What follows belongs to an exercise in optimizing a design on an open flow for small area, a short achievable clock period and few clock cycles per item; a production flow would make more cautious choices. In this exercise RTL edits were held to simulation tests only and were not proved equivalent to the original. Power is estimated from default activity; no workload was simulated.

==> flow/design.v (excerpt) <==
module tsac (
    input  wire        clk,
    input  wire        rst,              
    input  wire [63:0] ram_size_pages,   
    input  wire        cmd_valid,
    output wire        cmd_ready,
    input  wire [79:0] cmd_word,         
    input  wire [31:0] cmd_xfer,         
    input  wire [1:0]  cmd_iofail,       
    output reg         resp_valid,
    input  wire        resp_ready,
    output reg  [2:0]  resp_status,
    output wire [63:0] resp_payload
);
==> flow/config.mk <==
export PLATFORM = sky130hd
export DESIGN_NAME = tsac
export DESIGN_NICKNAME = tsac
export VERILOG_FILES = /design/flow/design.v
export SDC_FILE = /design/flow/constraint.sdc
export NUM_CORES = 4
export LEC_CHECK = 0
export CAP_MARGIN = 20
export CORE_MARGIN = 2
export CORE_UTILIZATION = 40
export SLEW_MARGIN = 20
==> flow/constraint.sdc <==
create_clock -name core_clock -period 11.0 [get_ports {clk}]
set_input_delay 2.2000 -clock core_clock [delete_from_list [all_inputs] [get_ports {clk}]]
set_output_delay 2.2000 -clock core_clock [all_outputs]
set_load 0.01 [all_outputs]
standard.sh (not shown) runs the stock make flow with config.mk's settings and CLKGATE_MAP_FILE= SYNTH_SCRIPT=/design/flow/synth_recipe.tcl, a recipe that flattens the netlist after the stock synthesis.
==> flow/flow/run.sh <==
#!/bin/bash
set -o pipefail
bash standard.sh SETUP_SLACK_MARGIN=6.5 "BUFFER_PORTS_ARGS=-buffer_cell sky130_fd_sc_hd__buf_1" finish > standard_flow.log 2>&1
Testbench counts at the start, summed over its fixed seeds: cycles 48,016, items 48,000.
==> next run, changes <==
--- a/flow/design.v
+++ b/flow/design.v
@@ -184,27 +184,26 @@
     wire [15:0] x1  = avail[15:0] ^ pm ^ nh;
     wire [15:0] y1  = (avail[15:0] & pm) | (avail[15:0] & nh) | (pm & nh);
     wire [16:0] us;
     wire        uco;
     tsac_add #(17) u_u (.a({1'b0, x1}), .b({y1, 1'b1}), .ci(1'b0), .s(us), .co(uco));
     wire [17:0] u  = {uco, us};
     wire        cy = wrap ? u[16] : u[17];
-    wire [47:0] avail_hi_inc;            
+    wire [47:0] avail_hi_inc;
+    tsac_inc #(48) u_inc (.a(avail[63:16]), .y(avail_hi_inc));
     wire [63:0] avail_p = {cy ? avail_hi_inc : avail[63:16], u[15:0]};
     wire [47:0] ram_hi = ram_size_pages[63:16];
     wire        gt0, eq0, eq1, lo_ge;
     tsac_cmp #(48) u_cmp0 (.a(avail[63:16]), .b(ram_hi), .gt(gt0), .eq(eq0));
-    tsac_eq1 #(48) u_eq1 (.a(avail[63:16]), .b(ram_hi), .y(eq1));
+    assign eq1 = (avail_hi_inc == ram_hi);
     tsac_ge #(16) u_lo (.a(u[15:0]), .b(ram_size_pages[15:0]), .y(lo_ge));
     wire        full = gt0 || (eq0 && (cy || lo_ge)) || (cy && eq1 && lo_ge);
-    wire [63:0] sub_b = {ir_d[63:16] | {48{ir_poll}}, ir_d[15:0] & {16{!ir_poll}}};
     wire [63:0] avail_a;
     wire        adv_ok;
-    tsac_add #(64) u_adv (.a(avail), .b(~sub_b), .ci(1'b1), .s(avail_a), .co(adv_ok));
-    assign avail_hi_inc = avail_a[63:16];
+    tsac_add #(64) u_adv (.a(avail), .b(~ir_d), .ci(1'b1), .s(avail_a), .co(adv_ok));
     wire [31:0] ctrl_set = (ctrl & ~ir_d[63:32]) | ir_d[31:0];
     reg [2:0] st;
     reg       ctrl_we, adv_we, poll_we, cur_clr, poll_ok;
     reg       armed_we, armed_n, run_we, run_n;
     always @* begin
         st = ST_OK;
         ctrl_we = 1'b0;
@@ -384,35 +383,14 @@
                     g[i] = g[i + (1 << l)] | (e[i + (1 << l)] & g[i]);
                     e[i] = e[i + (1 << l)] & e[i];
                 end
     end
     assign gt = g[0];
     assign eq = e[0];
 endmodule
-module tsac_eq1 #(parameter W = 48) (
-    input  wire [W-1:0] a,
-    input  wire [W-1:0] b,
-    output wire         y
-);
-    reg [W-1:0] e, t, p;   
-    integer l, i;
-    always @* begin
-        e = ~(a ^ b);
-        t = a & ~b;
-        p = ~a & b;
-        for (l = 0; (1 << l) < W; l = l + 1)
-            for (i = 0; i < W; i = i + 1)
-                if ((i % (2 << l)) == 0 && i + (1 << l) < W) begin
-                    p[i] = (e[i + (1 << l)] & p[i]) | (p[i + (1 << l)] & t[i]);
-                    e[i] = e[i + (1 << l)] & e[i];
-                    t[i] = t[i + (1 << l)] & t[i];
-                end
-    end
-    assign y = p[0];
-endmodule
 module tsac_ge #(parameter W = 64) (
     input  wire [W-1:0] a,
     input  wire [W-1:0] b,
     output wire         y
 );
     wire gt, eq;
     tsac_cmp #(W) u_cmp (.a(a), .b(b), .gt(gt), .eq(eq));
Effect: The changed run passed the timing, design-rule and antenna checks; utilization decreases by 1.1 points; cell area rose by 3.9%; power is higher by 2.1%; setup slack gets worse by 0.034 ns; clock-buffer cell count went up by 6; routed wire length went down by 0.88%; via count rose by 4.6%; non-clock buffer count came out lower by 10; clock power hardly moves; maximum frequency drops by 0.70%.
Testbench counts after the change, summed over its fixed seeds: cycles 48,016, items 48,000.

[afterwards: timing with drivers on the ports]
No port has a modelled driver above. Below, the same layouts with a new extraction and two added sets of constraints.
Step 1, drivers: a clkbuf_16 drives clk and a buf_2 each remaining input, both assumed.
Step 2, shift: input delay + t, output delay - t, t = (earliest + latest rising clock arrival at the registers) / 2. This alone moves slack from input paths to output paths.
a / b / c = ideal ports / drivers / drivers and shift; a / b = the first two.
| run | shift t [ns] | setup slack, ns | worst register clock-pin slew, ns |
|---|---|---|---|
| the first run | 0.605 | 6.109 / 6.109 / 5.559 | 0.07 / 0.07 |
| the second run | 0.609 | 6.074 / 6.074 / 5.841 | 0.07 / 0.07 |
After both steps setup and hold are still met in every run listed. For the first run, which loses most, drivers alone change the setup slack by 0.000 ns; drivers and shift together by -0.550 ns.
